Background: an optimization exercise with open tools, aiming at small area. Do not read the settings as production practice.
Function was checked by simulation only, so behaviour that the tests miss may differ from the original.
No activity file was given, so power comes from the tool's default toggle rates.

==> flow/design.v <==
module adc_seq (
    input  wire        clk,
    input  wire        rst,
    input  wire        cmd_valid,
    input  wire [31:0] cmd_word,
    input  wire [31:0] cmd_addr,
    input  wire [31:0] cmd_a,
    input  wire [31:0] cmd_b,
    output wire        ready,
    output wire        rsp_valid,
    output wire [1:0]  rsp_kind,
    output wire [31:0] rsp_data,
    input  wire        rsp_take,
    output wire        busy,
    output wire        fault,
    output wire [2:0]  fault_cause,
    output wire [31:0] fault_info,
    output wire [15:0] pin_oe,
    output wire [15:0] pin_out,
    output wire        conv_start,
    output wire [4:0]  conv_ch,
    output wire        conv_trusted,
    input  wire        conv_done,
    input  wire [11:0] conv_data
);
    localparam [31:0] A_CLK0  = 32'h1000_0000;
    localparam [31:0] A_CLK1  = 32'h1000_0004;
    localparam [31:0] A_MODER = 32'h2000_0000;
    localparam [31:0] A_ODR   = 32'h2000_0014;
    localparam [31:0] A_SR    = 32'h3000_0000;
    localparam [31:0] A_CR    = 32'h3000_0008;
    localparam [31:0] A_SQR   = 32'h3000_0034;
    localparam [31:0] A_DR    = 32'h3000_004C;
    localparam [3:0] OP_RD = 4'h1, OP_WR = 4'h2, OP_MOD = 4'h3, OP_PORT_INIT = 4'h4,
                     OP_PIN_SET = 4'h5, OP_ADC_INIT = 4'h6, OP_ADC_READ = 4'h7;
    localparam [3:0] S_IDLE = 4'b0000, S_RSP_OK = 4'b0001, S_RSP_DATA = 4'b0010,
                     S_START_OK = 4'b0100, S_START_RD = 4'b0101,
                     S_STAB = 4'b0110, S_POLL = 4'b0111;
    localparam [2:0] F_NONE = 3'd0, F_ILLEGAL = 3'd1, F_MISALIGNED = 3'd2,
                     F_UNMAPPED = 3'd3, F_UNCLOCKED = 3'd4, F_RO_WRITE = 3'd5,
                     F_DISTURBED = 3'd6;
    reg [31:0] clk0, clk1, moder, odr, sqr;
    reg [31:0] cr;
    reg [11:0] dr;
    reg        eoc, settled, conv_busy;
    reg [3:0]  st;
    reg [31:0] d;            
    wire idle = (st == S_IDLE);
    wire stab = (st == S_STAB);
    wire poll = (st == S_POLL);
    wire k    = idle & ~rst;             
    wire acc  = k & cmd_valid;
    wire [3:0] op = cmd_word[3:0];
    wire hi_zero  = (cmd_word[31:9] == 23'd0);
    wire mid_zero = (cmd_word[8:4] == 5'd0);
    reg legal;
    always @(*) begin
        case (op)
            OP_RD, OP_WR, OP_MOD, OP_ADC_INIT, OP_ADC_READ:
                legal = hi_zero & mid_zero;
            OP_PORT_INIT:
                legal = hi_zero & mid_zero & (cmd_a[31:16] == 16'd0);
            OP_PIN_SET:
                legal = hi_zero;
            default:
                legal = 1'b0;
        endcase
    end
    wire op_rd  = k & (op == OP_RD);
    wire op_wr  = k & (op == OP_WR);
    wire op_mod = k & (op == OP_MOD);
    wire op_pi  = k & (op == OP_PORT_INIT);
    wire op_ps  = k & (op == OP_PIN_SET);
    wire op_ai  = k & (op == OP_ADC_INIT);
    wire op_ar  = k & (op == OP_ADC_READ);
    wire op_wm  = op_wr | op_mod;
    wire op_gen = op_rd | op_wm;
    wire [31:0] a = cmd_addr;
    wire is_clk0  = (a == A_CLK0);
    wire is_clk1  = (a == A_CLK1);
    wire is_moder = (a == A_MODER);
    wire is_odr   = (a == A_ODR);
    wire is_sr    = (a == A_SR);
    wire is_cr    = (a == A_CR);
    wire is_sqr   = (a == A_SQR);
    wire is_dr    = (a == A_DR);
    wire mapped   = is_clk0 | is_clk1 | is_moder | is_odr | is_sr | is_cr | is_sqr | is_dr;
    wire clocked  = is_clk0 | is_clk1 |
                    ((is_moder | is_odr) & clk0[0]) |
                    ((is_sr | is_cr | is_sqr | is_dr) & clk1[8]);
    wire b_clk0  = op_gen & is_clk0;
    wire b_clk1  = op_gen & is_clk1;
    wire b_moder = op_gen & is_moder;
    wire b_odr   = op_gen & is_odr;
    wire b_sr    = op_gen & is_sr;
    wire b_cr    = op_gen & is_cr;
    wire b_sqr   = op_gen & is_sqr;
    wire b_dr    = (op_gen & is_dr) | poll;
    wire [31:0] rdata = ({32{b_clk0}}  & clk0)  |
                        ({32{b_clk1}}  & clk1)  |
                        ({32{b_moder}} & moder) |
                        ({32{b_odr}}   & odr)   |
                        ({32{b_sr}}    & {30'd0, eoc, 1'b0}) |
                        ({32{b_cr}}    & cr)    |
                        ({32{b_sqr}}   & sqr)   |
                        ({32{b_dr}}    & {20'd0, dr});
    wire [15:0] pin_bit = 16'd1 << cmd_word[7:4];
    reg  [31:0] clr, set;
    integer i;
    always @(*) begin
        for (i = 0; i < 32; i = i + 1) begin
            clr[i] = rst | op_wr | (op_mod & cmd_b[i]);
            set[i] = (op_wm & cmd_a[i]) | (op_pi & (i % 2 == 0)) |
                     (op_ps & (i < 16) & cmd_word[8]);
        end
    end
    wire [31:0] wbus = (rdata & ~clr) | set;
    wire cr_w0   = cmd_a[0] | (op_mod & cr[0] & ~cmd_b[0]);
    wire cr_w30  = cmd_a[30];
    wire clk1_w8 = cmd_a[8] | (op_mod & clk1[8] & ~cmd_b[8]);
    wire disturbs = conv_busy & ((is_cr & (cr_w30 | ~cr_w0)) | is_sqr | (is_clk1 & ~clk1_w8));
    reg [2:0] gfault;
    always @(*) begin
        if (a[1:0] != 2'b00)
            gfault = F_MISALIGNED;
        else if (!mapped)
            gfault = F_UNMAPPED;
        else if (!clocked)
            gfault = F_UNCLOCKED;
        else if (op_wm & (is_sr | is_dr))
            gfault = F_RO_WRITE;
        else if (op_wm & disturbs)
            gfault = F_DISTURBED;
        else
            gfault = F_NONE;
    end
    reg [2:0]  cause;
    reg [31:0] finfo;
    always @(*) begin
        cause = F_NONE;
        finfo = a;
        if (!legal) begin
            cause = F_ILLEGAL;
            finfo = cmd_word;
        end else if (op_gen) begin
            cause = gfault;
        end else if (op_ps) begin
            cause = clk0[0] ? F_NONE : F_UNCLOCKED;
            finfo = A_ODR;
        end else if (op_ai) begin
            cause = conv_busy ? F_DISTURBED : F_NONE;
            finfo = A_SQR;
        end else if (op_ar) begin
            cause = !clk1[8] ? F_UNCLOCKED : conv_busy ? F_DISTURBED : F_NONE;
            finfo = A_CR;
        end
    end
    wire good  = (cause == F_NONE);
    wire ok    = acc & good;
    wire g_wr  = ok & op_wm;
    wire b_wr  = g_wr;                            
    wire ai_run   = acc & legal & op_ai;          
    wire ai_ok    = ok & op_ai;
    wire pi_ok    = ok & op_pi;
    wire wr_start = g_wr & is_cr & cr_w30 & cr_w0;
    wire ar_start = ok & op_ar & cr[0];
    wire start    = wr_start | ar_start;
    wire settle_clr = (g_wr & is_cr & (cr_w0 != cr[0])) | (g_wr & is_clk1 & ~clk1_w8) |
                      (ai_ok & ~cr[0]);
    wire stab_end = stab & (d[3:0] == 4'd15);
    wire we_clk0  = (b_wr & b_clk0)  | rst;
    wire we_clk1  = (b_wr & b_clk1)  | rst;
    wire we_moder = (b_wr & b_moder) | rst;
    wire we_odr   = (b_wr & b_odr)   | rst;
    wire ps_ok    = ok & op_ps;
    wire [15:0] we_mfield = {16{we_moder}} | ({16{pi_ok}} & cmd_a[15:0]);
    wire [15:0] we_obit   = {16{we_odr}}   | ({16{ps_ok}} & pin_bit);
    wire we_sqr   = (b_wr & b_sqr)   | rst;
    wire we_cr    = (b_wr & b_cr)    | rst;
    wire set_clk0_0 = pi_ok | ai_run;
    always @(posedge clk) begin
        if (we_clk0) clk0[31:1] <= wbus[31:1];
        if (we_clk0 | set_clk0_0) clk0[0] <= wbus[0] | set_clk0_0;
        if (we_clk1) begin clk1[31:9] <= wbus[31:9]; clk1[7:0] <= wbus[7:0]; end
        if (we_clk1 | ai_run) clk1[8] <= wbus[8] | ai_run;
        for (i = 0; i < 16; i = i + 1) begin
            if (i == 4) begin
                if (we_mfield[i] | ai_run) moder[2*i +: 2] <= wbus[2*i +: 2] | {2{ai_run}};
            end else begin
                if (we_mfield[i]) moder[2*i +: 2] <= wbus[2*i +: 2];
            end
            if (we_obit[i]) odr[i] <= wbus[i];
        end
        if (we_odr) odr[31:16] <= wbus[31:16];
        if (we_sqr) sqr[31:5] <= wbus[31:5];
        if (we_sqr | ai_ok) sqr[4:0] <= ai_ok ? 5'd4 : wbus[4:0];
        if (we_cr) begin cr[31] <= wbus[31]; cr[29:1] <= wbus[29:1]; end
        if (we_cr | ai_ok) cr[0] <= wbus[0] | ai_ok;
        cr[30] <= 1'b0;
    end
    always @(posedge clk) begin
        if (rst) begin
            dr <= 12'd0;
            eoc <= 1'b0;
            settled <= 1'b0;
            conv_busy <= 1'b0;
        end else begin
            if (settle_clr)
                settled <= 1'b0;
            else if (stab_end)
                settled <= 1'b1;
            if ((ok & op_rd & is_dr) | (poll & eoc))
                eoc <= 1'b0;
            if (start) begin
                eoc <= 1'b0;
                conv_busy <= 1'b1;
            end
            if (conv_done & conv_busy) begin
                dr <= conv_data;
                eoc <= 1'b1;
                conv_busy <= 1'b0;
            end
        end
    end
    always @(posedge clk) begin
        if (idle | (poll & eoc))
            d <= (idle & ~good) ? finfo : rdata;
        else if (stab)
            d[3:0] <= d[3:0] + 4'd1;
        if (rst) begin
            st <= S_IDLE;
        end else begin
            case (st)
                S_IDLE:
                    if (acc) begin
                        if (!good)              st <= {1'b1, cause};
                        else if (wr_start)      st <= S_START_OK;
                        else if (ar_start)      st <= S_START_RD;
                        else if (op_ai)         st <= S_STAB;
                        else if (op_ar)         st <= S_POLL;
                        else if (op_rd)         st <= S_RSP_DATA;
                        else                    st <= S_RSP_OK;
                    end
                S_RSP_OK, S_RSP_DATA:
                    if (rsp_take) st <= S_IDLE;
                S_START_OK: st <= S_RSP_OK;
                S_START_RD: st <= S_POLL;
                S_STAB:  if (d[3:0] == 4'd15) st <= S_RSP_OK;
                S_POLL:  if (eoc) st <= S_RSP_DATA;
                default: ;  
            endcase
        end
    end
    wire rsp_on = ~st[3] & ~st[2] & (st[1] | st[0]);
    assign ready       = idle;
    assign busy        = ~st[3] & st[2];
    assign fault       = st[3];
    assign fault_cause = st[2:0] & {3{st[3]}};
    assign fault_info  = d & {32{st[3]}};
    assign rsp_valid   = rsp_on;
    assign rsp_kind    = st[1:0] & {2{~st[3] & ~st[2]}};
    assign rsp_data    = d & {32{st == S_RSP_DATA}};
    assign conv_start   = ~st[3] & st[2] & ~st[1];
    assign conv_ch      = sqr[4:0];
    assign conv_trusted = settled & (sqr[4:0] == 5'd4) & (moder[9:8] == 2'b11);
    genvar n;
    generate
        for (n = 0; n < 16; n = n + 1) begin : g_pin
            assign pin_oe[n]  = clk0[0] & (moder[2*n+1:2*n] == 2'b01);
            assign pin_out[n] = pin_oe[n] & odr[n];
        end
    endgenerate
endmodule
==> flow/flow/run.sh <==
#!/bin/bash
# Layout: the standard flow (standard.sh, unchanged synthesis), with two
# changes to the cells it places:
#  - buffer_ports buffers every input and output port with
#    sky130_fd_sc_hd__buf_1 (left to itself it picks a 10 um2 delay buffer);
#  - the clock tree is built from clkbuf_4 with clusters of at most 10 sinks
#    and no dummy loads.
# make's full output goes to standard_finish.log here; ORFS writes each
# step's log under orfs/logs.
set -euo pipefail
bash standard.sh \
  "BUFFER_PORTS_ARGS=-buffer_cell sky130_fd_sc_hd__buf_1" \
  "CTS_ARGS=-sink_clustering_enable -repair_clock_nets -buf_list sky130_fd_sc_hd__clkbuf_4 -sink_clustering_size 10 -sink_clustering_max_diameter 50 -dont_use_dummy_load" \
  finish > standard_finish.log 2>&1
==> flow/standard.sh <==
#!/bin/bash
# synth_recipe.tcl (not shown) runs the flow's synth.tcl, then flattens the netlist and writes it again
# the make line also repeats each setting of config.mk as NAME=value (left out here)
make -C /OpenROAD-flow-scripts/flow DESIGN_CONFIG=/design/flow/config.mk WORK_HOME=/design/flow/orfs CLKGATE_MAP_FILE= SYNTH_SCRIPT=/design/flow/synth_recipe.tcl "${@:-finish}"
==> flow/config.mk <==
export PLATFORM = sky130hd
export DESIGN_NAME = adc_seq
export DESIGN_NICKNAME = adc_seq
export VERILOG_FILES = /design/flow/design.v
export SDC_FILE = /design/flow/constraint.sdc
export NUM_CORES = 4
export LEC_CHECK = 0
export CAP_MARGIN = 20
export CORE_MARGIN = 2
export CORE_UTILIZATION = 60
export SLEW_MARGIN = 20
==> flow/constraint.sdc <==
create_clock -name core_clock -period 6.0 [get_ports {clk}]
set_input_delay 1.2000 -clock core_clock [delete_from_list [all_inputs] [get_ports {clk}]]
set_output_delay 1.2000 -clock core_clock [all_outputs]
set_load 0.01 [all_outputs]
==> results.ini, run 1 <==
[grt]
grt_max_degree = 45
grt_pass1_vias = 10200
track_usage_pct = 37.70
grt-ovfl-total = 0
grt_pass1_wl_mm = 60.89
antenna_found_initial = 1

[synthesis]
syn-num-nets = 1214
yosysSeqAreaShare_pct = 57.67
yosys.cell_count.top_type = edfxtp_1
synth_top_area_share_pct = 54.57
synth_common_cells = edfxtp_1 (223), nand2_1 (100), and2_1 (65)
syn_inst = 1068
synth-async-reset-ratio_pct = 0
ys.flop_type = edfxtp_1
synth.yosys.warnings = 1
yosys.area.top_type = edfxtp_1
avgSynthCellArea_sq_um = 11.49
ys_ff_latch = 242
ys_types = 76
ys_top_cells_by_area = edfxtp_1 (55%), a222oi_1 (3.8%), and2_1 (3.3%), dfxtp_1 (3.1%), nand2_1 (3.1%)
syn-cell-area_sq_mm = 0.01227
synth_edf_count = 223

[timing]
setup_tns_ns = 0
hold_viol_final = 0
fin_skew_ns = 0.08472
relSlewSlack_pct = 31.81
fmax_mhz = 212.0
drv_slew = 0
post-route-period-util_pct = 78.60
min_period_ns = 4.716
finalSetupViolations = 0
rsz0062_at_grt = false
worst_slew_pin_slew_ns = 1.017

[worst_setup_path]
worstPathArrival_ns = 5.11
critPathRequiredTime_ns = 6.39
ff2ff_path_depth = 10
path_depth = 11
critPathKind = input port to flip-flop
path_delay_family = simple AND/OR/NAND/NOR gates
cp_slowest_cell = nor4_1
slowest_delay_ns = 0.67
end_kind = flip-flop
crit_path_frequent_cell = buf_4
path_buf_inv = 3
path_max_fanout = 15
path_cells = buf_1, nor4_1, nand4_1, a2111oi_0, o32a_1, a2111oi_4, nor4_4, buf_4, nand2b_2, buf_4, o221ai_1
cp-start-kind = input port

[power]
power_density_mw_per_mm2 = 234.3
ir_drop_mv = 0.2128
p_leak_nw = 5.031

[route]
dr.first_iter.drc_count = 1512
drt-vias-per-instance = 6.760
wire_per_inst_microns = 26.05
drc = 0
num_vias = 10800
first_pass_iters = 9
route.final.wire_length_mm = 41.62
antenna_left = 0

[die]
io_pins = 257
fp.dieW_microns = 147.0
core_area_sq_mm = 0.02017
die_h_microns = 147.0
row_count = 52
start_util_pct = 60.84
die_area_sq_mm = 0.02161

[cts]
cts_resized = 0
clk_pin_slew_ns = 0.10
h-tree-depth = 1
cts_tree = done
clk_path_buf_depth = 3
cts_hold_buf = 0
clock_sinks = 242
cts_setup_buffers = 0
cts-buffers-inserted = 29
ctsRootBufferMaster = clkbuf_4
clock_latency_ns = 0.72

[cells_and_area]
num-fill-cells = 1586
area_delta_synth_final_pct = 13.17
nNetsFinal = 1474
drive_gt1_share_pct = 8.220
final_area_sq_mm = 0.01389
utilization_pct = 68.86

[placement]
hpwl_mm = 31.05
place_area_sq_mm = 0.01367
portBuffers = 256
globalplace.congestion = 0.9676

[job]
maxCapViolations = 0

[hold_path]
holdPathStages = 2
hold_path_class = flip-flop to flip-flop

[status]
status = no timing/DRC/antenna violations

## power by group
part | total [mW] | switching [mW] | internal, mW
Clock | 0.724 | 0.503 | 0.220
Combinational | 0.453 | 0.300 | 0.153
Sequential | 2.08 | 0.0723 | 2.00
Total | 3.25 | 0.876 | 2.38
## placed cells by master, fill, tap and decap left out, drive strengths merged, types with 6 or more instances in the layout
cell	synthesis	layout
inv	16	15
mux2i	27	27
o21ai	51	51
nand3	16	16
a21oi	52	52
nor2	48	48
and3	45	45
nand2b	13	13
a211o	9	9
nand4b	6	6
a211oi	16	16
a22oi	19	19
nor3	14	14
and2	65	65
a221oi	10	10
a21o	40	40
a31oi	26	26
nor4	29	29
dfxtp	19	19
buf	21	306
nand4	11	11
nand2	100	100
or4	8	8
clkbuf	56	29
a222oi	46	46
edfxtp	223	223
## cell families (layout without fill, tap and decap cells)
group / count (synthesis) / in the layout / synth area share (%)
simple gates: 385 / 385 / 17.23
fa+ha+maj: 1 / 1 / 0.1019
other cells: 0 / 2 / 0
mux: 28 / 28 / 2.294
compound gates: 315 / 315 / 19.04
buf+inv: 93 / 351 / 3.385
flops: 242 / 242 / 57.67
xor+xnor: 4 / 4 / 0.2855
## worst register-to-register path, stage by stage, from the launching register on
cell and delay (ns):
dfxtp_1 0.45, or4_1 0.78, o41ai_4 0.53, a2111oi_1 0.21, o311ai_4 0.33, o2bb2ai_2 0.18, nor4_4 0.57, buf_4 0.28
nand2b_2 0.42, buf_4 0.28, o221ai_1 0.12
## path summary, 6_finish.rpt
| kind | startpoint | end | slack, ns |
|---|---|---|---|
| worst min register to register | dr[5]$_SDFFE_PP0P_ | dr[5]$_SDFFE_PP0P_ | 0.48 |
| worst max-delay path | cmd_addr[25] | d[3]$_DFFE_PP_ | 1.28 |
| worst max register to register | st[0]$_SDFFE_PP0P_ | d[3]$_DFFE_PP_ | 1.58 |
| worst min-delay path | dr[5]$_SDFFE_PP0P_ | dr[5]$_SDFFE_PP0P_ | 0.48 |
## area by class of cell
type	count	area, sq um	area share, %
Sequential cell	242	7077	50.96
Antenna cell	2	5.005	0.03604
Multi-Input combinational cell	733	4830	34.77
Inverter	16	60.06	0.4324
Timing Repair Buffer	306	1361	9.802
Tap cell	270	337.8	2.432
Clock buffer	29	217.7	1.568
## routing by layer
metal | share of wire [%] | global-route usage [%]
met5 | 0 | 0
met4 | 4.2 | 15.10
met3 | 12 | 8.478
met2 | 46 | 60.07
met1 | 38 | 50.88
## flip-flops by register name, indices dropped and copies added, names as in the netlist
| register | flops |
|---|---|
| sqr | 32 |
| eoc | 1 |
| d | 32 |
| conv_busy | 1 |
| cr | 31 |
| clk0 | 32 |
| st | 4 |
| odr | 32 |
| clk1 | 32 |
| moder | 32 |
| settled | 1 |
| dr | 12 |
## metrics by stage
stage,cells,hold WS [ns],power [mW],setup slack (ns)
after floorplan,1068,0.4357,2.363,0.3480
after global placement,1567,0.4594,2.545,0.7916
after detailed placement,1567,0.4642,2.558,0.7064
after CTS,1596,0.4786,3.245,1.421
after global routing,1597,0.5096,3.359,1.063
final,1598,0.4785,3.253,1.284
==> inputs of run 2 (changes only) <==
--- a/flow/design.v
+++ b/flow/design.v
@@ -66,13 +66,14 @@
                 legal = 1'b0;
         endcase
     end
-    wire op_rd  = k & (op == OP_RD);
-    wire op_wr  = k & (op == OP_WR);
-    wire op_mod = k & (op == OP_MOD);
-    wire op_pi  = k & (op == OP_PORT_INIT);
-    wire op_ps  = k & (op == OP_PIN_SET);
-    wire op_ai  = k & (op == OP_ADC_INIT);
-    wire op_ar  = k & (op == OP_ADC_READ);
+    wire kl     = k & legal;
+    wire op_rd  = kl & (op == OP_RD);
+    wire op_wr  = kl & (op == OP_WR);
+    wire op_mod = kl & (op == OP_MOD);
+    wire op_pi  = kl & (op == OP_PORT_INIT);
+    wire op_ps  = kl & (op == OP_PIN_SET);
+    wire op_ai  = kl & (op == OP_ADC_INIT);
+    wire op_ar  = kl & (op == OP_ADC_READ);
     wire op_wm  = op_wr | op_mod;
     wire op_gen = op_rd | op_wm;
     wire [31:0] a = cmd_addr;
@@ -88,33 +89,6 @@
     wire clocked  = is_clk0 | is_clk1 |
                     ((is_moder | is_odr) & clk0[0]) |
                     ((is_sr | is_cr | is_sqr | is_dr) & clk1[8]);
-    wire b_clk0  = op_gen & is_clk0;
-    wire b_clk1  = op_gen & is_clk1;
-    wire b_moder = op_gen & is_moder;
-    wire b_odr   = op_gen & is_odr;
-    wire b_sr    = op_gen & is_sr;
-    wire b_cr    = op_gen & is_cr;
-    wire b_sqr   = op_gen & is_sqr;
-    wire b_dr    = (op_gen & is_dr) | poll;
-    wire [31:0] rdata = ({32{b_clk0}}  & clk0)  |
-                        ({32{b_clk1}}  & clk1)  |
-                        ({32{b_moder}} & moder) |
-                        ({32{b_odr}}   & odr)   |
-                        ({32{b_sr}}    & {30'd0, eoc, 1'b0}) |
-                        ({32{b_cr}}    & cr)    |
-                        ({32{b_sqr}}   & sqr)   |
-                        ({32{b_dr}}    & {20'd0, dr});
-    wire [15:0] pin_bit = 16'd1 << cmd_word[7:4];
-    reg  [31:0] clr, set;
-    integer i;
-    always @(*) begin
-        for (i = 0; i < 32; i = i + 1) begin
-            clr[i] = rst | op_wr | (op_mod & cmd_b[i]);
-            set[i] = (op_wm & cmd_a[i]) | (op_pi & (i % 2 == 0)) |
-                     (op_ps & (i < 16) & cmd_word[8]);
-        end
-    end
-    wire [31:0] wbus = (rdata & ~clr) | set;
     wire cr_w0   = cmd_a[0] | (op_mod & cr[0] & ~cmd_b[0]);
     wire cr_w30  = cmd_a[30];
     wire clk1_w8 = cmd_a[8] | (op_mod & clk1[8] & ~cmd_b[8]);
@@ -134,25 +108,57 @@
         else
             gfault = F_NONE;
     end
+    wire g_ok    = op_gen & (gfault == F_NONE);
+    wire b_clk0  = g_ok & is_clk0;
+    wire b_clk1  = g_ok & is_clk1;
+    wire b_moder = g_ok & is_moder;
+    wire b_odr   = g_ok & is_odr;
+    wire b_sr    = g_ok & is_sr;
+    wire b_cr    = g_ok & is_cr;
+    wire b_sqr   = g_ok & is_sqr;
+    wire b_dr    = (g_ok & is_dr) | (poll & ~rst);
+    wire f_word  = k & ~legal;
+    wire f_addr  = op_gen & (gfault != F_NONE);
+    wire f_odr   = op_ps & ~clk0[0];
+    wire f_sqr   = op_ai & conv_busy;
+    wire f_cr    = op_ar & (~clk1[8] | conv_busy);
+    wire [31:0] rdata = ({32{f_word}}  & cmd_word) |
+                        ({32{f_addr}}  & cmd_addr) |
+                        ({32{f_odr}}   & A_ODR) |
+                        ({32{f_sqr}}   & A_SQR) |
+                        ({32{f_cr}}    & A_CR)  |
+                        ({32{b_clk0}}  & clk0)  |
+                        ({32{b_clk1}}  & clk1)  |
+                        ({32{b_moder}} & moder) |
+                        ({32{b_odr}}   & odr)   |
+                        ({32{b_sr}}    & {30'd0, eoc, 1'b0}) |
+                        ({32{b_cr}}    & cr)    |
+                        ({32{b_sqr}}   & sqr)   |
+                        ({32{b_dr}}    & {20'd0, dr});
+    wire [15:0] pin_bit = 16'd1 << cmd_word[7:4];
+    reg  [31:0] clr, set;
+    integer i;
+    always @(*) begin
+        for (i = 0; i < 32; i = i + 1) begin
+            clr[i] = rst | op_wr | (op_mod & cmd_b[i]);
+            set[i] = (op_wm & cmd_a[i]) | (op_pi & (i % 2 == 0)) |
+                     (op_ps & (i < 16) & cmd_word[8]);
+        end
+    end
+    wire [31:0] wbus = (rdata & ~clr) | set;
     reg [2:0]  cause;
-    reg [31:0] finfo;
     always @(*) begin
         cause = F_NONE;
-        finfo = a;
         if (!legal) begin
             cause = F_ILLEGAL;
-            finfo = cmd_word;
         end else if (op_gen) begin
             cause = gfault;
         end else if (op_ps) begin
             cause = clk0[0] ? F_NONE : F_UNCLOCKED;
-            finfo = A_ODR;
         end else if (op_ai) begin
             cause = conv_busy ? F_DISTURBED : F_NONE;
-            finfo = A_SQR;
         end else if (op_ar) begin
             cause = !clk1[8] ? F_UNCLOCKED : conv_busy ? F_DISTURBED : F_NONE;
-            finfo = A_CR;
         end
     end
     wire good  = (cause == F_NONE);
@@ -224,7 +230,7 @@
     end
     always @(posedge clk) begin
         if (idle | (poll & eoc))
-            d <= (idle & ~good) ? finfo : rdata;
+            d <= rdata;
         else if (stab)
             d[3:0] <= d[3:0] + 4'd1;
         if (rst) begin
==> flow/flow/run.sh (replaced) <==
#!/bin/bash
# Layout: the standard flow (standard.sh, unchanged synthesis), with two
# changes to the cells it places:
#  - buffer_ports buffers every input and output port with
#    sky130_fd_sc_hd__buf_1 (left to itself it picks a 10 um2 delay buffer);
#  - the clock tree is built from clkbuf_4 with clusters of at most 8 sinks
#    and no dummy loads.
# make's full output goes to standard_finish.log here; ORFS writes each
# step's log under orfs/logs.
set -euo pipefail
bash standard.sh \
  "BUFFER_PORTS_ARGS=-buffer_cell sky130_fd_sc_hd__buf_1" \
  "CTS_ARGS=-sink_clustering_enable -repair_clock_nets -buf_list sky130_fd_sc_hd__clkbuf_4 -sink_clustering_size 8 -sink_clustering_max_diameter 40 -dont_use_dummy_load" \
  finish > standard_finish.log 2>&1
--- a/flow/config.mk
+++ b/flow/config.mk
@@ -5,6 +5,7 @@
 export SDC_FILE = /design/flow/constraint.sdc
 export NUM_CORES = 4
 export LEC_CHECK = 0
+export ABC_AREA = 1
 export CAP_MARGIN = 20
 export CORE_MARGIN = 2
 export CORE_UTILIZATION = 60
==> run 2 against run 1 <==
Effect of this change: clock-buffer cell count is 9 higher; wire length increased by 2.2%; critical path type unchanged; total power is 6.7% higher; combinational power grew 9.3%.
==> results.ini, run 2 <==
[die]
core_area_sq_mm = 0.02017  ; unchanged
die_h_microns = 146.9  ; about the same
fp.dieW_microns = 146.9  ; about the same
start_util_pct = 60.77  ; -0.074 points
die_area_sq_mm = 0.02159  ; -0.12%
row_count = 52  ; unchanged
io_pins = 257  ; unchanged

[cts]
clock_latency_ns = 0.65  ; -0.07 ns
cts-buffers-inserted = 38  ; +31%
cts_tree = done
cts_hold_buf = 0  ; unchanged
ctsRootBufferMaster = clkbuf_4
cts_setup_buffers = 0  ; unchanged
clk_path_buf_depth = 3  ; unchanged
cts_resized = 0  ; unchanged
h-tree-depth = 2  ; +1
clock_sinks = 242  ; unchanged
clk_pin_slew_ns = 0.08  ; -0.02 ns

[timing]
hold_viol_final = 0  ; unchanged
fmax_mhz = 199.9  ; -5.7%
rsz0062_at_grt = false
post-route-period-util_pct = 83.38  ; +4.8 points
finalSetupViolations = 0  ; unchanged
relSlewSlack_pct = 34.88  ; +3.1 points
worst_slew_pin_slew_ns = 0.9744  ; -0.04219 ns
min_period_ns = 5.003  ; +0.2869 ns
setup_tns_ns = 0  ; unchanged
drv_slew = 0  ; unchanged
whs_ns = 0.4879  ; +0.009455 ns
fin_skew_ns = 0.07295  ; -0.01176 ns

[route]
drc = 0  ; unchanged
route.final.wire_length_mm = 42.54  ; +2.2%
first_pass_iters = 7  ; -2
antenna_left = 0  ; unchanged
dr.first_iter.drc_count = 1535  ; +1.5%
drt-vias-per-instance = 6.044  ; -11%
wire_per_inst_microns = 22.85  ; -12%
num_vias = 11250  ; +4.2%

[worst_setup_path]
critPathKind = input port to flip-flop
ff2ff_path_depth = 17  ; +7
critPathRequiredTime_ns = 6.27  ; -0.12 ns
rr_endpoint = moder[17]$_DFFE_PP_
worstReg2RegStart = st[3]$_SDFFE_PP0P_
end_kind = flip-flop
startpoint = cmd_a[31]
cp-start-kind = input port
path_max_fanout = 19  ; +4
rrSetupSlack_ns = 1.58  ; about the same
crit_end = moder[17]$_DFFE_PP_
worstPathArrival_ns = 5.27  ; +0.16 ns

[placement]
hpwl_mm = 31.50  ; +1.5%
globalplace.congestion = 1.013  ; +4.7%
portBuffers = 256  ; unchanged
place_area_sq_mm = 0.01353  ; -1.0%

[status]
status = no timing/DRC/antenna violations

[synthesis]
yosys.area.top_type = edfxtp_1
synth_top_area_share_pct = 54.63  ; +0.067 points
synth-async-reset-ratio_pct = 0  ; unchanged
synth_common_cells = nand2_1 (280), edfxtp_1 (223), inv_1 (178)
ys_ff_latch = 242  ; unchanged
syn-num-nets = 1470  ; +21%
yosysSeqAreaShare_pct = 57.74  ; +0.071 points
synth.yosys.warnings = 1  ; unchanged
yosys.cell_count.top_type = nand2_1
syn_inst = 1324  ; +24%
ys.flop_type = edfxtp_1
ys_top_cells_by_area = edfxtp_1 (55%), nand2_1 (8.6%), inv_1 (5.5%), a21oi_1 (4.4%), nor2_1 (3.9%)
syn-cell-area_sq_mm = 0.01226  ; -0.12%
avgSynthCellArea_sq_um = 9.257  ; -19%
ys_types = 48  ; -37%
synth_edf_count = 223  ; unchanged

[power]
finalPower_mw = 3.470  ; +6.7%
ir_drop_mv = 0.1910  ; -10%
p_leak_nw = 5.683  ; +13%
power_density_mw_per_mm2 = 251.1  ; +7.2%

[cells_and_area]
nNetsFinal = 1739  ; +18%
drive_gt1_share_pct = 8.108  ; -0.11 points
final_cell_mix = nand2_1 (280), buf_1 (256), edfxtp_1 (223)
mostFrequentLayoutCell = nand2_1
final_area_sq_mm = 0.01382  ; -0.51%
area_delta_synth_final_pct = 12.73

[grt]
top_usage_layer = met2
antenna_found_initial = 2  ; +1
met1_usage_pct = 53.18  ; +2.3 points
grt_max_degree = 40  ; -11%
globalRouteMet2Util_pct = 61.01  ; +0.94 points
track_usage_pct = 38.77  ; +1.1 points
grt-ovfl-total = 0  ; unchanged
grt_util_met3_pct = 9.720  ; +1.2 points
grt_pass1_wl_mm = 61.82  ; +1.5%
grt_pass1_vias = 10420  ; +2.2%

[hold_path]
holdPathStages = 2  ; unchanged
hold_path_class = flip-flop to flip-flop

[job]
maxCapViolations = 0  ; unchanged

[run 2: report_power, final]
group	internal [mW]	switching [mW]	total, mW
Clock	0.291	0.541	0.833
Combinational	0.133	0.362	0.495
Sequential	2.05	0.0967	2.14
[run 2: how the worst min path moves through the flow]
stage / startpoint / endpoint
6_report: dr[5]$_SDFFE_PP0P_ / dr[5]$_SDFFE_PP0P_
5_1_grt: dr[0]$_SDFFE_PP0P_ / dr[0]$_SDFFE_PP0P_
4_1_cts: dr[0]$_SDFFE_PP0P_ / dr[0]$_SDFFE_PP0P_
3_5_place_dp: dr[8]$_SDFFE_PP0P_ / dr[8]$_SDFFE_PP0P_
3_3_place_gp: dr[6]$_SDFFE_PP0P_ / dr[6]$_SDFFE_PP0P_
2_1_floorplan: dr[0]$_SDFFE_PP0P_ / dr[0]$_SDFFE_PP0P_
[run 2: layout make-up]
class / instances / area [sq um]
Timing Repair Buffer: 285 / 1191
Sequential cell: 242 / 7077
Tap cell: 270 / 337.8
Multi-Input combinational cell: 833 / 4199
Antenna cell: 1 / 2.502
Fill cell: 1686 / 6352
Clock buffer: 38 / 285.3
Inverter: 193 / 724.4
[run 2: layer usage]
metal,vias up,part of all wire (%)
li1,5082,-
met1,5155,37
met2,882,45
met3,134,14
met4,0,3.8
met5,-,0
[run 2: logic make-up after synthesis]
family / Yosys count / share of synthesized area [%]
fa+ha+maj: 1 / 0.1021
xor+xnor: 3 / 0.2144
simple gates: 580 / 21.38
compound gates: 249 / 12.39
buf+inv: 249 / 8.177
flops: 242 / 57.74
[run 2: per-stage QoR]
| stage | setup slack (ns) | cells | utilization (%) |
|---|---|---|---|
| global placement | 0.6098 | 1823 | 67.08 |
| detailed placement | 0.5896 | 1823 | 67.08 |
| CTS | 1.220 | 1861 | 68.49 |
| global route | 0.9470 | 1862 | 68.51 |
| finish | 0.9971 | 1862 | 68.51 |
| floorplan | 0.1728 | 1324 | - |
[run 2: critical path, cell delays in order]
cell and delay (ns):
buf_1 0.15, nor2_1 0.45, nand2_1 0.10, nor2_1 0.11
nand3_1 0.18, nand2_1 0.13, nand2_2 0.08, nand2_4 0.09
nand2_4 0.06, nor2_4 0.14, inv_1 0.08, nor2_2 0.47
buf_4 0.28, nand3_2 0.09, nand2_2 0.09, nand4_2 0.16
inv_2 0.43, nand2_1 0.22, o21ai_0 0.77
==> inputs of run 3 (changes only) <==
--- a/flow/config.mk
+++ b/flow/config.mk
@@ -9,4 +9,5 @@
 export CAP_MARGIN = 20
 export CORE_MARGIN = 2
 export CORE_UTILIZATION = 60
+export PLACE_DENSITY = 0.9
 export SLEW_MARGIN = 20
==> run 3 against run 2 <==
Effect of this change: clock power is 2% lower; cell area shrank 0.29%; via count is 2.9% higher; critical endpoint is now moder[16]$_DFFE_PP_; first-iteration DRC count is 28% higher; area after synthesis is the same; still clean.
==> results.ini, run 3 <==
[synthesis]
synth_top_area_share_pct = 54.63  ; unchanged
yosys.cell_count.top_type = nand2_1
synth_edf_count = 223  ; unchanged
ys_types = 48  ; unchanged
synth-async-reset-ratio_pct = 0  ; unchanged
ys.flop_type = edfxtp_1
syn-num-nets = 1470  ; unchanged
yosys.area.top_type = edfxtp_1
syn-cell-area_sq_mm = 0.01226  ; unchanged
synth_common_cells = nand2_1 (280), edfxtp_1 (223), inv_1 (178)
syn_inst = 1324  ; unchanged
yosysSeqAreaShare_pct = 57.74  ; unchanged
ys_ff_latch = 242  ; unchanged
avgSynthCellArea_sq_um = 9.257  ; unchanged
synth.yosys.warnings = 1  ; unchanged
ys_top_cells_by_area = edfxtp_1 (55%), nand2_1 (8.6%), inv_1 (5.5%), a21oi_1 (4.4%), nor2_1 (3.9%)

[route]
drc = 0  ; unchanged
route.final.wire_length_mm = 42.96  ; +0.98%
drt-vias-per-instance = 6.234  ; +3.1%
antenna_left = 0  ; unchanged
first_pass_iters = 8  ; +1
num_vias = 11580  ; +2.9%
dr.first_iter.drc_count = 1961  ; +28%
wire_per_inst_microns = 23.12  ; +1.2%

[cts]
cts_setup_buffers = 0  ; unchanged
clock_sinks = 242  ; unchanged
clock_latency_ns = 0.68  ; +0.03 ns
cts_hold_buf = 0  ; unchanged
clk_path_buf_depth = 3  ; unchanged
clk_pin_slew_ns = 0.09  ; about the same
h-tree-depth = 2  ; unchanged
cts-buffers-inserted = 37  ; -2.6%
cts_tree = done
cts_resized = 0  ; unchanged
ctsRootBufferMaster = clkbuf_4

[worst_setup_path]
path_buf_inv = 4  ; unchanged
end_kind = flip-flop
path_max_fanout = 16  ; -3
cp_slowest_cell = a21oi_2
slowest_delay_ns = 0.80  ; +0.03 ns
path_cells = buf_1, inv_1, nor2_2, inv_2, nor2_2, nand3_1, nand2_1, nand2_2, nand2_4, nand2_4, nor2_4, nand3_1, nor2_1, nand2_1, nand2_1, inv_1, nand2_1, nand2_2, nand4_2, nor2_4, a21oi_2, o21ai_0
critPathRequiredTime_ns = 6.27  ; about the same
path_delay_family = simple AND/OR/NAND/NOR gates
worstPathArrival_ns = 5.39  ; +0.12 ns
cp-start-kind = input port
critPathKind = input port to flip-flop
crit_path_frequent_cell = nand2_1

[timing]
hold_viol_final = 0  ; unchanged
min_period_ns = 5.114  ; +0.1114 ns
fin_ws_ns = 0.8857  ; -0.1114 ns
whs_ns = 0.4976  ; +0.009731 ns
worst_slew_pin_slew_ns = 1.014  ; +0.03967 ns
setup_tns_ns = 0  ; unchanged
drv_slew = 0  ; unchanged
rsz0062_at_grt = false
finalSetupViolations = 0  ; unchanged
relSlewSlack_pct = 32.23  ; -2.7 points
fmax_mhz = 195.5  ; -2.2%
post-route-period-util_pct = 85.24  ; +1.9 points
fin_skew_ns = 0.1002  ; +0.02725 ns

[die]
core_area_sq_mm = 0.02017  ; unchanged
fp.dieW_microns = 146.9  ; unchanged
row_count = 52  ; unchanged
io_pins = 257  ; unchanged
start_util_pct = 60.77  ; unchanged
die_area_sq_mm = 0.02159  ; unchanged
die_h_microns = 146.9  ; unchanged

[power]
p_clk_share_pct = 23.6  ; -0.4 points
comb_power_share_pct = 14.4  ; about the same
switching_share_pct = 28.93  ; +0.12 points
p_leak_nw = 5.655  ; -0.49%
ir_drop_mv = 0.1931  ; +1.1%
power_density_mw_per_mm2 = 251.6  ; +0.18%
seqPwrFrac_pct = 62.1  ; +0.4 points
p_int_mw = 2.463  ; -0.28%
p_sw_mw = 1.003  ; +0.30%

[cells_and_area]
area_delta_synth_final_pct = 12.40
num-fill-cells = 1551  ; -8.0%
nNetsFinal = 1733  ; -0.35%
final_cell_mix = nand2_1 (280), buf_1 (256), edfxtp_1 (223)
mostFrequentLayoutCell = nand2_1
drive_gt1_share_pct = 7.760  ; -0.35 points

[job]
maxCapViolations = 0  ; unchanged

[grt]
track_usage_pct = 38.92  ; +0.14 points
grt_pass1_wl_mm = 62.27  ; +0.72%
grt-ovfl-total = 0  ; unchanged
grt_max_degree = 39  ; -2.5%
grt_util_met3_pct = 10.37  ; +0.65 points
antenna_found_initial = 3  ; +1
top_usage_layer = met2
grt_pass1_vias = 10570  ; +1.4%
met1_usage_pct = 51.90  ; -1.3 points
globalRouteMet2Util_pct = 60.54  ; -0.47 points

[placement]
portBuffers = 256  ; unchanged
pre_cts_ws_ns = 0.4991  ; -0.09049 ns
globalplace.congestion = 1.074  ; +6.1%
hpwl_mm = 31.39  ; -0.35%

[status]
status = no timing/DRC/antenna violations

[hold_path]
hold_path_class = flip-flop to flip-flop

[run 3: per-layer routing]
metal,up-vias,part of all wire (%)
met5,-,0.028
met2,1049,44
met3,191,15
met1,5289,35
li1,5051,-
met4,2,5.6
[run 3: worst paths after layout]
path	from	endpoint	slack, ns	cells after the start
max reg2reg	st[1]$_SDFFE_PP0P_	moder[16]$_DFFE_PP_	1.66	18
min	dr[3]$_SDFFE_PP0P_	dr[3]$_SDFFE_PP0P_	0.50	2
min reg2reg	dr[3]$_SDFFE_PP0P_	dr[3]$_SDFFE_PP0P_	0.50	2
max	cmd_word[2]	moder[16]$_DFFE_PP_	0.89	22
[run 3: worst min-delay path: cells and delay by family, from the launching register on]
kind	cells	cell delay, ns
flops	1	0.34
simple gates	2	0.13
[run 3: through the flow]
step | cell area (sq um) | instances | power [mW] | utilization (%)
after floorplan | 12260 | 1324 | 2.419 | -
after global placement | 13490 | 1818 | 2.639 | 66.89
after detailed placement | 13490 | 1818 | 2.661 | 66.89
after CTS | 13770 | 1855 | 3.441 | 68.27
after global routing | 13770 | 1856 | 3.581 | 68.28
final | 13780 | 1858 | 3.466 | 68.31
[run 3: final cells by class]
cell class                      count  area (sq um)  area share (%)
Sequential cell                   242          7077           51.37
Timing Repair Buffer              280          1154           8.373
Clock buffer                       37         277.8           2.016
Antenna cell                        3         7.507         0.05449
Inverter                          193         724.4           5.258
Multi-Input combinational cell    833          4199           30.48
Tap cell                          270         337.8           2.452
[run 3: kinds of logic (layout without fill, tap and decap cells)]
family | count (synthesis) | after routing | share of synthesized area [%]
buffers and inverters | 249 | 510 | 8.177
and+or+nand+nor | 580 | 580 | 21.38
AOI/OAI and AO/OA | 249 | 249 | 12.39
xor gates and xnor gates | 3 | 3 | 0.2144
adders and majority gates | 1 | 1 | 0.1021
DFF | 242 | 242 | 57.74
other | 0 | 3 | 0
[run 3: power groups by stage]
stage | clock network (mW) | registers, mW | logic [mW]
6_report | 0.816 | 2.15 | 0.498
3_3_place_gp | 0 | 2.18 | 0.464
4_1_cts | 0.815 | 2.15 | 0.479
3_5_place_dp | 0 | 2.18 | 0.476
5_1_grt | 0.877 | 2.17 | 0.534
2_1_floorplan | 0 | 2.14 | 0.279
==> inputs of run 4 (changes only) <==
==> flow/flow/run.sh (replaced) <==
#!/bin/bash
# Layout: the standard flow (standard.sh), with these changes:
#  - after the standard synthesis (run unchanged), the combinational logic of
#    its netlist is re-mapped by ABC with an area-recovering script
#    (flow/remap.tcl, flow/remap.abc); the flip-flops keep their instances,
#    names and cell types. If anything in that step fails, or the flip-flops
#    do not come out the same, the standard netlist is kept;
#  - buffer_ports buffers every input and output port with
#    sky130_fd_sc_hd__buf_1 (left to itself it picks a 10 um2 delay buffer);
#  - the clock tree is built from clkbuf_4 with clusters of at most 8 sinks
#    and no dummy loads.
# Each tool's full output goes to a log here: standard_synth.log,
# remap.log, standard_finish.log; ORFS writes each step's log under orfs/logs.
set -euo pipefail
W=$PWD
R=$W/orfs/results/$FLOW_PLATFORM/adc_seq/base
bash standard.sh synth > standard_synth.log 2>&1
cp "$R/1_2_yosys.v" "$W/standard_1_2_yosys.v"

YOSYS=$(command -v yosys || echo "$FLOW_HOME/../tools/install/yosys/bin/yosys")
ffs() { grep -oE '^\s*sky130_fd_sc_hd__[a-z]*df[a-z0-9_]* +\S+' "$1" | sort; }
ok=0
if REMAP_IN="$W/standard_1_2_yosys.v" REMAP_OUT="$W/remap_1_2_yosys.v" \
   REMAP_LIB="$FLOW_HOME/platforms/$FLOW_PLATFORM/lib/sky130_fd_sc_hd__tt_025C_1v80.lib" \
   REMAP_STUB="$W/flow/ffstub.v" REMAP_ABC="$W/flow/remap.abc" REMAP_TOP="$FLOW_TOP" \
   "$YOSYS" -c "$W/flow/remap.tcl" > remap.log 2>&1; then
  if [[ -s remap_1_2_yosys.v ]] && diff <(ffs standard_1_2_yosys.v) <(ffs remap_1_2_yosys.v) >> remap.log 2>&1 \
     && [[ $(ffs standard_1_2_yosys.v | wc -l) -gt 0 ]]; then
    ok=1
  fi
fi
if [[ $ok == 1 ]]; then
  echo "remap: using the re-mapped netlist" >> remap.log
  cp remap_1_2_yosys.v "$R/1_2_yosys.v"
  rm -f "$R/1_synth.odb" "$R/1_synth.sdc"
else
  echo "remap: keeping the standard netlist" >> remap.log
fi

bash standard.sh \
  "BUFFER_PORTS_ARGS=-buffer_cell sky130_fd_sc_hd__buf_1" \
  "CTS_ARGS=-sink_clustering_enable -repair_clock_nets -buf_list sky130_fd_sc_hd__clkbuf_4 -sink_clustering_size 8 -sink_clustering_max_diameter 40 -dont_use_dummy_load" \
  finish > standard_finish.log 2>&1
==> flow/flow/ffstub.v (new file) <==
// The flip-flop cells the standard synthesis uses, as blackboxes, so that the
// re-mapping leaves every register instance as it is.
(* blackbox *) module sky130_fd_sc_hd__edfxtp_1 (input CLK, input D, input DE, output Q); endmodule
(* blackbox *) module sky130_fd_sc_hd__dfxtp_1 (input CLK, input D, output Q); endmodule
==> flow/flow/remap.abc (new file) <==
strash
&get -n
&fraig -x
&put
scorr
dc2
strash
&get -n
&dch -f
&nf -R 1000
&put
buffer -c
topo
stime -c
upsize -c
dnsize -c
==> flow/flow/remap.tcl (new file) <==
# Re-map the standard synthesis's combinational logic with ABC; the flip-flops
# (blackboxes here) keep their instances, names and cell types.
# Environment: REMAP_IN, REMAP_OUT, REMAP_LIB, REMAP_STUB, REMAP_ABC, REMAP_TOP.
yosys read_verilog $::env(REMAP_STUB)
yosys read_liberty -wb -nooverwrite -ignore_miss_func $::env(REMAP_LIB)
yosys read_verilog $::env(REMAP_IN)
yosys hierarchy -check -top $::env(REMAP_TOP)
yosys flatten -wb
yosys opt -purge
yosys abc -liberty $::env(REMAP_LIB) \
  -dont_use sky130_fd_sc_hd__probe_p_8 -dont_use sky130_fd_sc_hd__probec_p_8 \
  -dont_use sky130_fd_sc_hd__lpflow_* \
  -D 4500 -script $::env(REMAP_ABC)
yosys opt_clean -purge
yosys setundef -zero
yosys splitnets
yosys opt_clean -purge
yosys hilomap -singleton -hicell sky130_fd_sc_hd__conb_1 HI -locell sky130_fd_sc_hd__conb_1 LO
yosys rename -hide w:*.*
yosys rename -enumerate
yosys check
yosys tee -o $::env(REMAP_OUT).stat stat -liberty $::env(REMAP_LIB)
yosys write_verilog -noattr -nohex -nodec $::env(REMAP_OUT)
==> run 4 against run 3 <==
Effect of this change: clock skew is 0.0047 ns lower; area after synthesis is 6.2% lower; critical path depth is 3 lower; total power is 14% higher; non-clock buffer count is 58 higher; clock-buffer cell count stayed put; clock power is 1% higher; final cell count is 14% lower; worst setup slack worse by 0.41 ns; synthesized cell count is 23% lower; maximum frequency is 7.5% lower; critical path type unchanged; largest power group unchanged.
==> results.ini, run 4 <==
[timing]
worst_slew_pin_slew_ns = 1.203  ; +0.1893 ns
drv_slew = 0  ; unchanged
fmax_mhz = 180.9  ; -7.5%
min_period_ns = 5.529  ; +0.4143 ns
finalSetupViolations = 0  ; unchanged
post-route-period-util_pct = 92.14  ; +6.9 points
relSlewSlack_pct = 19.41  ; -13 points
rsz0062_at_grt = false
hold_viol_final = 0  ; unchanged
whs_ns = 0.4777  ; -0.01997 ns
fin_skew_ns = 0.09550  ; -0.004705 ns

[cells_and_area]
utilization_pct = 72.53  ; +4.2 points
final_cell_mix = buf_1 (256), edfxtp_1 (223), nand2_1 (169)
drive_gt1_share_pct = 10.42  ; +2.7 points
mostFrequentLayoutCell = buf_1
num-fill-cells = 1352  ; -13%
nNetsFinal = 1500  ; -13%
final_area_sq_mm = 0.01361  ; -1.2%
area_delta_synth_final_pct = 18.34

[route]
wire_per_inst_microns = 27.73  ; +20%
dr.first_iter.drc_count = 2374  ; +21%
first_pass_iters = 9  ; +1
drc = 0  ; unchanged
drt-vias-per-instance = 6.940  ; +11%
antenna_left = 0  ; unchanged
route.final.wire_length_mm = 44.06  ; +2.6%
num_vias = 11030  ; -4.8%

[power]
power_density_mw_per_mm2 = 289.3  ; +15%
seqPwrFrac_pct = 58.9  ; -3.2 points
p_int_mw = 2.706  ; +9.9%
p_sw_mw = 1.232  ; +23%
comb_power_share_pct = 20.2  ; +5.8 points
p_clk_share_pct = 20.9  ; -2.7 points
switching_share_pct = 31.29  ; +2.4 points
p_leak_nw = 4.955  ; -12%
ir_drop_mv = 0.1917  ; -0.72%

[grt]
antenna_found_initial = 3  ; unchanged
grt_max_degree = 42  ; +7.7%
grt_pass1_wl_mm = 63.18  ; +1.5%
track_usage_pct = 43.07  ; +4.2 points
grt_pass1_vias = 10290  ; -2.6%
grt-ovfl-total = 0  ; unchanged

[worst_setup_path]
rrSetupSlack_ns = 1.16  ; -0.50 ns
end_kind = flip-flop
rr_endpoint = clk1[4]$_DFFE_PP_
cp-start-kind = input port
worstReg2RegStart = st[3]$_SDFFE_PP0P_
ff2ff_path_depth = 15  ; -3
critPathRequiredTime_ns = 6.36  ; +0.09 ns
path_max_fanout = 15  ; -1
worstPathArrival_ns = 5.89  ; +0.50 ns
critPathKind = input port to flip-flop

[synthesis]
synth.yosys.warnings = 1  ; unchanged
syn_inst = 1025  ; -23%
syn-num-nets = 1170  ; -20%
syn-cell-area_sq_mm = 0.01150  ; -6.2%
avgSynthCellArea_sq_um = 11.22  ; +21%

[status]
status = no timing/DRC/antenna violations

[placement]
globalplace.congestion = 1.034  ; -3.7%
place_area_sq_mm = 0.01333  ; -1.2%
hpwl_mm = 33.15  ; +5.6%
portBuffers = 256  ; unchanged

[cts]
clock_sinks = 242  ; unchanged
cts_setup_buffers = 0  ; unchanged
cts_tree = done
h-tree-depth = 2  ; unchanged
clk_path_buf_depth = 3  ; unchanged
clock_latency_ns = 0.65  ; -0.03 ns
cts_resized = 0  ; unchanged
cts_hold_buf = 0  ; unchanged
cts-buffers-inserted = 37  ; unchanged
clk_pin_slew_ns = 0.08  ; about the same
ctsRootBufferMaster = clkbuf_4

[hold_path]
hold-path-endpoint = dr[3]$_SDFFE_PP0P_
holdPathStages = 2  ; unchanged
hold_path_class = flip-flop to flip-flop
worstHoldStart = dr[3]$_SDFFE_PP0P_

[die]
fp.dieW_microns = 142.5  ; -3.0%
start_util_pct = 61.29  ; +0.52 points
core_area_sq_mm = 0.01877  ; -6.9%
row_count = 50  ; -3.8%
die_h_microns = 142.5  ; -3.0%
io_pins = 257  ; unchanged
die_area_sq_mm = 0.02029  ; -6.0%

[job]
maxCapViolations = 0  ; unchanged

## run 4: per-stage QoR
step	TNS, ns	total power, mW	setup slack [ns]	cells
after floorplan	0	2.713	0.1463	1025
after global placement	0	3.084	0.08965	1550
after detailed placement	-0.08701	3.119	-0.01460	1550
after CTS	0	3.896	0.6459	1587
after global routing	0	4.075	0.2843	1589
final	0	3.938	0.4714	1589
## run 4: cell type report
cell class / count / area [sq um] / area share [%]
sequential: 242 / 7077 / 51.99
timing repair buffer: 338 / 1702 / 12.50
clock buffer: 37 / 277.8 / 2.041
inverter: 15 / 56.30 / 0.4136
antenna: 2 / 5.005 / 0.03677
tap: 234 / 292.8 / 2.151
multi-input combinational: 721 / 4202 / 30.87
## run 4: worst max-delay path by stage
stage / from / to / slack, ns / cells after the start
after floorplan: cmd_a[27] / clk0[0]$_DFFE_PP_ / 0.15 / 20
after global placement: cmd_a[21] / moder[20]$_DFFE_PP_ / 0.09 / 19
after detailed placement: cmd_a[21] / clk0[20]$_DFFE_PP_ / -0.01 / 19
after CTS: cmd_a[21] / cr[20]$_DFFE_PP_ / 0.65 / 19
after global routing: cmd_a[21] / cr[20]$_DFFE_PP_ / 0.28 / 19
final: cmd_a[21] / cr[20]$_DFFE_PP_ / 0.47 / 19
## run 4: power groups by stage
stage                     registers [mW]  logic, mW  clock network, mW
after floorplan                     2.29      0.428                  0
after global placement              2.33      0.750                  0
after detailed placement            2.35      0.767                  0
after CTS                           2.31      0.772              0.810
after global routing                2.34      0.850              0.882
final                               2.32      0.795              0.824
## run 4: worst max-delay path: stages
cell      delay [ns]
buf_1           0.11
or4_4           0.52
nor3_2          0.11
nand4_1         0.20
a211oi_1        0.25
nor2_1          0.11
nor4_2          0.41
and4_1          0.28
a41oi_2         0.15
nor2_1          0.16
nor2_1          0.07
o311a_1         0.38
nor2b_2         0.20
nor2b_2         0.25
buf_12          0.23
a222oi_1        0.33
nand3_1         0.31
and2_1          0.24
a211o_1         0.36
## run 4: metal layers
| layer | vias to the layer above | wire [microns] | track usage [%] |
|---|---|---|---|
| met5 | - | 17 | 0 |
| met4 | 2 | 3039 | 22.04 |
| met3 | 241 | 7835 | 14.74 |
| met2 | 1264 | 18970 | 65.66 |
| met1 | 4931 | 14200 | 55.10 |
| li1 | 4590 | - | - |
==> inputs of run 5 (changes only) <==
--- a/flow/design.v
+++ b/flow/design.v
@@ -44,7 +44,8 @@
     reg [11:0] dr;
     reg        eoc, settled, conv_busy;
     reg [3:0]  st;
-    reg [31:0] d;            
+    reg [31:0] d_n;          
+    wire [31:0] d = ~d_n;
     wire idle = (st == S_IDLE);
     wire stab = (st == S_STAB);
     wire poll = (st == S_POLL);
@@ -230,9 +231,9 @@
     end
     always @(posedge clk) begin
         if (idle | (poll & eoc))
-            d <= rdata;
+            d_n <= ~rdata;
         else if (stab)
-            d[3:0] <= d[3:0] + 4'd1;
+            d_n[3:0] <= ~(d[3:0] + 4'd1);
         if (rst) begin
             st <= S_IDLE;
         end else begin
==> run 5 against run 4 <==
Effect of this change: core utilization decreased by 0.59 points; still clean on timing, DRC and antenna; final cell count fell by 1.8%; global-route usage fell by 2.6 points; area after synthesis decreased by 1.5%; sequential share of layout area rose by 0.78 points.
==> results.ini, run 5 <==
[grt]
grt_pass1_vias = 9914  ; -3.6%
grt_pass1_wl_mm = 59.37  ; -6.0%
grt-ovfl-total = 0  ; unchanged
track_usage_pct = 40.52  ; -2.6 points
grt_max_degree = 35  ; -17%
antenna_found_initial = 2  ; -1

[cells_and_area]
num-fill-cells = 1317  ; -2.6%
instances_no_fill = 1560  ; -1.8%
mostFrequentLayoutCell = buf_1
nNetsFinal = 1472  ; -1.9%
final_area_sq_mm = 0.01341  ; -1.5%
final_cell_mix = buf_1 (256), edfxtp_1 (223), nand2_1 (137)
area_delta_synth_final_pct = 18.39  ; about the same
drive_gt1_share_pct = 11.25  ; +0.82 points

[die]
io_pins = 257  ; unchanged
start_util_pct = 60.77  ; -0.52 points
row_count = 50  ; unchanged
fp.dieW_microns = 141.4  ; -0.74%
die_area_sq_mm = 0.02000  ; -1.5%
core_area_sq_mm = 0.01864  ; -0.67%
die_h_microns = 141.4  ; -0.74%

[synthesis]
syn-cell-area_sq_mm = 0.01133  ; -1.5%
synth.yosys.warnings = 1  ; unchanged
avgSynthCellArea_sq_um = 11.37  ; +1.4%
syn-num-nets = 1141  ; -2.5%
syn_inst = 996  ; -2.8%

[timing]
worst_slew_pin_slew_ns = 1.207  ; +0.003401 ns
fmax_mhz = 176.4  ; -2.5%
whs_ns = 0.4669  ; -0.01076 ns
drv_slew = 0  ; unchanged
hold_viol_final = 0  ; unchanged
finalSetupViolations = 0  ; unchanged
rsz0062_at_grt = false
post-route-period-util_pct = 94.50  ; +2.4 points
min_period_ns = 5.670  ; +0.1411 ns
fin_skew_ns = 0.03348  ; -0.06203 ns
relSlewSlack_pct = 19.55  ; +0.14 points

[cts]
clk_path_buf_depth = 3  ; unchanged
cts_tree = done
ctsRootBufferMaster = clkbuf_4
clock_latency_ns = 0.64  ; about the same
clock_sinks = 242  ; unchanged
cts-buffers-inserted = 37  ; unchanged
cts_resized = 0  ; unchanged
cts_hold_buf = 0  ; unchanged
cts_setup_buffers = 0  ; unchanged
clk_pin_slew_ns = 0.09  ; about the same
h-tree-depth = 2  ; unchanged

[worst_setup_path]
worstPathArrival_ns = 6.03  ; +0.14 ns
crit_path_frequent_cell = buf_4
critPathKind = input port to flip-flop
end_kind = flip-flop
cp_slowest_cell = a221oi_1
path_delay_family = simple AND/OR/NAND/NOR gates
cp-start-kind = input port
path_buf_inv = 4  ; +2
critPathRequiredTime_ns = 6.36  ; about the same
path_max_fanout = 24  ; +9
slowest_delay_ns = 0.49  ; -0.03 ns
path_cells = buf_1, nor4_1, a41oi_1, o21ai_1, a21oi_1, or3_4, nor3_4, and3_1, buf_4, nor2b_1, nor3_4, nand2_2, nor2_2, buf_4, buf_4, a222oi_1, nand2_1, a221oi_1, a211oi_1, a211o_1

[route]
antenna_left = 0  ; unchanged
route.final.wire_length_mm = 41.19  ; -6.5%
drc = 0  ; unchanged
drt-vias-per-instance = 6.874  ; -0.95%
first_pass_iters = 10  ; +1
dr.first_iter.drc_count = 2186  ; -7.9%
num_vias = 10720  ; -2.8%
wire_per_inst_microns = 26.40  ; -4.8%

[power]
ir_drop_mv = 0.1825  ; -4.8%
comb_power_share_pct = 19.3  ; -0.9 points
power_density_mw_per_mm2 = 281.3  ; -2.8%
p_clk_share_pct = 21.6  ; +0.7 points
finalPower_mw = 3.772  ; -4.2%
seqPwrFrac_pct = 59.0  ; about the same
p_int_mw = 2.616  ; -3.3%
switching_share_pct = 30.65  ; -0.64 points
p_sw_mw = 1.156  ; -6.2%
p_leak_nw = 4.852  ; -2.1%

[placement]
portBuffers = 256  ; unchanged
place_area_sq_mm = 0.01313  ; -1.5%
globalplace.congestion = 1.008  ; -2.5%
place_inst = 1522  ; -1.8%
hpwl_mm = 30.50  ; -8.0%

[job]
maxCapViolations = 0  ; unchanged

[status]
status = no timing/DRC/antenna violations

[hold_path]
hold_path_class = flip-flop to flip-flop

-- run 5: worst paths after layout --
kind	start	endpoint	slack, ns	cells past startpoint
worst max register to register	st[3]$_SDFFE_PP0P_	cr[14]$_DFFE_PP_	1.47	16
worst min-delay path	dr[3]$_SDFFE_PP0P_	dr[3]$_SDFFE_PP0P_	0.47	2
worst min register to register	dr[3]$_SDFFE_PP0P_	dr[3]$_SDFFE_PP0P_	0.47	2
worst max-delay path	cmd_a[30]	cr[14]$_DFFE_PP_	0.33	20
-- run 5: routing by layer --
layer	GRT usage [%]	part of all wire (%)
met5	0	0.027
met2	60.94	43
met1	53.34	33
met3	11.64	17
met4	22.89	6.7
-- run 5: power by group through the flow --
stage	Sequential (mW)	Combinational [mW]	Clock [mW]
global placement	2.25	0.685	0
finish	2.23	0.730	0.816
global route	2.24	0.771	0.869
detailed placement	2.26	0.701	0
CTS	2.22	0.704	0.804
floorplan	2.21	0.386	0
-- run 5: worst reg2reg max path, cell delays in order, from the launching register on --
cell      delay, ns
dfxtp_1        0.39
nor2_1         0.23
nand2_1        0.26
nor3_4         0.23
and3_1         0.25
buf_4          0.34
nor2b_1        0.37
nor3_4         0.11
nand2_2        0.22
nor2_2         0.09
buf_4          0.22
buf_4          0.20
a222oi_1       0.23
nand2_1        0.15
a221oi_1       0.49
a211oi_1       0.11
a211o_1        0.36
-- run 5: cell type report --
cell class | instances | area [sq um] | share of cell area [%]
inverter | 15 | 56.30 | 0.4198
clock buffer | 37 | 277.8 | 2.071
multi-input combinational | 685 | 3956 | 29.50
tap | 234 | 292.8 | 2.183
timing repair buffer | 346 | 1749 | 13.04
sequential | 242 | 7077 | 52.77
antenna | 1 | 2.502 | 0.01866
-- run 5: stage by stage --
step / setup WS (ns) / util (%) / setup TNS (ns)
after floorplan: 0.3664 / - / 0
after global placement: 0.05645 / 70.44 / 0
after detailed placement: -0.1210 / 70.44 / -1.534
after CTS: 0.5217 / 71.93 / 0
after global routing: 0.1276 / 71.94 / 0
final: 0.3302 / 71.94 / 0
==> inputs of run 6 (changes only) <==
==> flow/flow/remap.abc (replaced) <==
strash
&get -n
&fraig -x
&put
scorr
dc2
strash
&get -n
&dch -f
&nf -R 1000
&put
strash
&get -n
&dch -f
&nf -R 1000
&put
buffer -c
topo
stime -c
upsize -c
dnsize -c
==> run 6 against run 5 <==
Effect of this change: register-to-register slack better by 0.13 ns; die area about the same; core utilization is 0.87 points higher; area after synthesis is essentially flat; via count rose by 4.8%; flip-flop and latch count unchanged; worst setup slack worse by 0.059 ns; non-clock buffer count up 14; still clean on timing, DRC and antenna; final cell count rose by 3.8%; sequential power is essentially flat; wire length is 5.3% higher; worst hold slack lost 0.0067 ns.
==> results.ini, run 6 <==
[status]
status = no timing/DRC/antenna violations

[cells_and_area]
nNetsFinal = 1531  ; +4.0%
regArea_sq_mm = 0.007077  ; unchanged
drive_gt1_share_pct = 12.14  ; +0.89 points
final_area_sq_mm = 0.01357  ; +1.2%
mostFrequentLayoutCell = buf_1
final_cell_mix = buf_1 (256), edfxtp_1 (223), nand2_1 (189)
utilization_pct = 72.81  ; +0.87 points
num-fill-cells = 1334  ; +1.3%
area_delta_synth_final_pct = 19.87
multi_input_area_sq_mm = 0.003996  ; +1.0%

[timing]
finalSetupViolations = 0  ; unchanged
drv_slew = 0  ; unchanged
hold_viol_final = 0  ; unchanged
rsz0062_at_grt = false
post-route-period-util_pct = 95.48  ; +0.98 points
worst_slew_pin_slew_ns = 1.061  ; -0.1460 ns
min_period_ns = 5.729  ; +0.05910 ns
relSlewSlack_pct = 29.12  ; +9.6 points
fmax_mhz = 174.6  ; -1.0%
fin_skew_ns = 0.06881  ; +0.03533 ns

[grt]
antenna_found_initial = 1  ; -1
grt-ovfl-total = 0  ; unchanged
grt_pass1_vias = 10410  ; +5.0%
grt_pass1_wl_mm = 63.00  ; +6.1%
grt_max_degree = 46  ; +31%
track_usage_pct = 42.90  ; +2.4 points

[cts]
clk_path_buf_depth = 3  ; unchanged
cts_resized = 0  ; unchanged
cts_hold_buf = 0  ; unchanged
cts_tree = done
clock_sinks = 242  ; unchanged
clk_pin_slew_ns = 0.09  ; about the same
cts-buffers-inserted = 38  ; +2.7%
ctsRootBufferMaster = clkbuf_4
h-tree-depth = 2  ; unchanged
cts_setup_buffers = 0  ; unchanged
clock_latency_ns = 0.67  ; +0.03 ns

[die]
core_area_sq_mm = 0.01864  ; unchanged
fp.dieW_microns = 141.4  ; about the same
row_count = 50  ; unchanged
die_h_microns = 141.4  ; about the same
io_pins = 257  ; unchanged
die_area_sq_mm = 0.01999  ; about the same
start_util_pct = 60.74  ; about the same

[power]
ir_drop_mv = 0.1733  ; -5.0%
p_leak_nw = 4.832  ; -0.41%
power_density_mw_per_mm2 = 282.2  ; +0.35%

[worst_setup_path]
cp-start-kind = input port
path_max_fanout = 11  ; -54%
cp_slowest_cell = nor2_2
ff2ff_path_depth = 16  ; unchanged
worstPathArrival_ns = 6.20  ; +0.17 ns
critPathRequiredTime_ns = 6.47  ; +0.11 ns
path_cells = buf_1, nor4_1, a41oi_1, o21ai_0, a21oi_1, or3_1, nor3_1, nand3_1, nor2_1, a31oi_1, o21ai_1, a311oi_2, nor2b_2, nand2_2, nor2_2, buf_4, a22o_1, a211oi_1, a2111o_1, nand3_1
crit_path_frequent_cell = nand3_1
slowest_delay_ns = 0.63  ; +0.14 ns
end_kind = flip-flop
critPathKind = input port to flip-flop

[placement]
portBuffers = 256  ; unchanged
hpwl_mm = 31.90  ; +4.6%
place_area_sq_mm = 0.01328  ; +1.2%
globalplace.congestion = 1.008  ; about the same

[route]
first_pass_iters = 9  ; -1
num_vias = 11240  ; +4.8%
route.final.wire_length_mm = 43.38  ; +5.3%
dr.first_iter.drc_count = 2150  ; -1.6%
wire_per_inst_microns = 26.77  ; +1.4%
drt-vias-per-instance = 6.935  ; +0.88%
antenna_left = 0  ; unchanged
drc = 0  ; unchanged

[hold_path]
hold_path_class = flip-flop to flip-flop
holdPathStages = 2  ; unchanged

[synthesis]
syn-cell-area_sq_mm = 0.01132  ; about the same
avgSynthCellArea_sq_um = 10.93  ; -3.9%
syn-num-nets = 1181  ; +3.5%
synth.yosys.warnings = 1  ; unchanged
syn_inst = 1036  ; +4.0%

[job]
maxCapViolations = 0  ; unchanged

run 6: worst max-delay path: cells and delay by family:
family          cells  cell delay, ns
simple gates        9            2.79
compound gates      9            1.74
buf+inv             2            0.45
run 6: per-stage QoR:
| step | hold WS [ns] | setup TNS, ns | power (mW) | worst slack [ns] | cells |
|---|---|---|---|---|---|
| final | 0.4602 | 0 | 3.831 | 0.2711 | 1620 |
| after global routing | 0.4921 | 0 | 3.944 | 0.09447 | 1619 |
| after CTS | 0.4612 | 0 | 3.792 | 0.4947 | 1618 |
| after detailed placement | 0.4491 | -2.594 | 2.997 | -0.1349 | 1580 |
| after global placement | 0.4489 | -0.5758 | 2.961 | -0.09001 | 1580 |
| after floorplan | 0.4299 | 0 | 2.606 | 0.7126 | 1036 |
run 6: final cells by class:
class | instances | share of cell area (%)
tap | 234 | 2.157
clock buffer | 38 | 2.102
inverter | 17 | 0.4701
timing repair buffer | 360 | 13.66
multi-input combinational | 727 | 29.44
sequential | 242 | 52.13
antenna | 2 | 0.03687
run 6: layer usage:
layer,part of all wire [%],global-route usage (%),wire length [microns]
met5,0,0,0
met4,7.1,24.42,3085
met3,18,14.17,7608
met2,43,63.72,18540
met1,33,55.87,14150
run 6: path summary, 6_finish.rpt:
kind	startpoint	to	slack (ns)
worst max register to register	st[3]$_SDFFE_PP0P_	cr[7]$_DFFE_PP_	1.60
worst max-delay path	cmd_a[18]	cr[7]$_DFFE_PP_	0.27
worst min-delay path	dr[3]$_SDFFE_PP0P_	dr[3]$_SDFFE_PP0P_	0.46
worst min register to register	dr[3]$_SDFFE_PP0P_	dr[3]$_SDFFE_PP0P_	0.46
run 6: where the power goes:
| group | leakage (nW) | switching, mW | total [mW] | internal [mW] |
|---|---|---|---|---|
| combinational | 2.27 | 0.523 | 0.763 | 0.240 |
| sequential | 2.39 | 0.118 | 2.22 | 2.11 |
| clock | 0.175 | 0.552 | 0.844 | 0.292 |
| total | 4.83 | 1.19 | 3.83 | 2.64 |

[what the ideal ports hide]
The results above use ideal ports. As a check the final layouts listed here were re-extracted and re-timed, cells and wires unchanged. Step 1 assumes that a clkbuf_16 drives the clock port and a buf_2 every other input. Step 2, shift: input delay + t, output delay - t, t = (earliest + latest rising clock arrival at the registers) / 2. This alone moves slack from input paths to output paths. Three values: no drivers, after step 1, after step 2; two values: the first two.
run | shift t [ns] | slack for setup (ns) | worst hold slack (ns) | worst register clock-pin slew, ns
run 1 | 0.718 | 1.284 / 1.305 / 0.587 | 0.478 / 0.478 / 0.478 | 0.11 / 0.11
run 2 | 0.655 | 0.997 / 1.014 / 0.359 | 0.488 / 0.488 / 0.488 | 0.10 / 0.10
run 3 | 0.670 | 0.886 / 0.895 / 0.225 | 0.498 / 0.498 / 0.498 | 0.10 / 0.10
run 4 | 0.649 | 0.471 / 0.491 / -0.158 | 0.478 / 0.478 / 0.478 | 0.10 / 0.10
run 5 | 0.666 | 0.330 / 0.351 / -0.315 | 0.467 / 0.467 / 0.467 | 0.10 / 0.10
run 6 | 0.679 | 0.271 / 0.288 / -0.391 | 0.460 / 0.460 / 0.460 | 0.10 / 0.10
Met with ideal ports but missed after step 2: setup timing in run 4, run 5 and run 6. The setup slack of run 1, which loses most, moves by +0.021 ns with the drivers and by -0.697 ns with both steps.
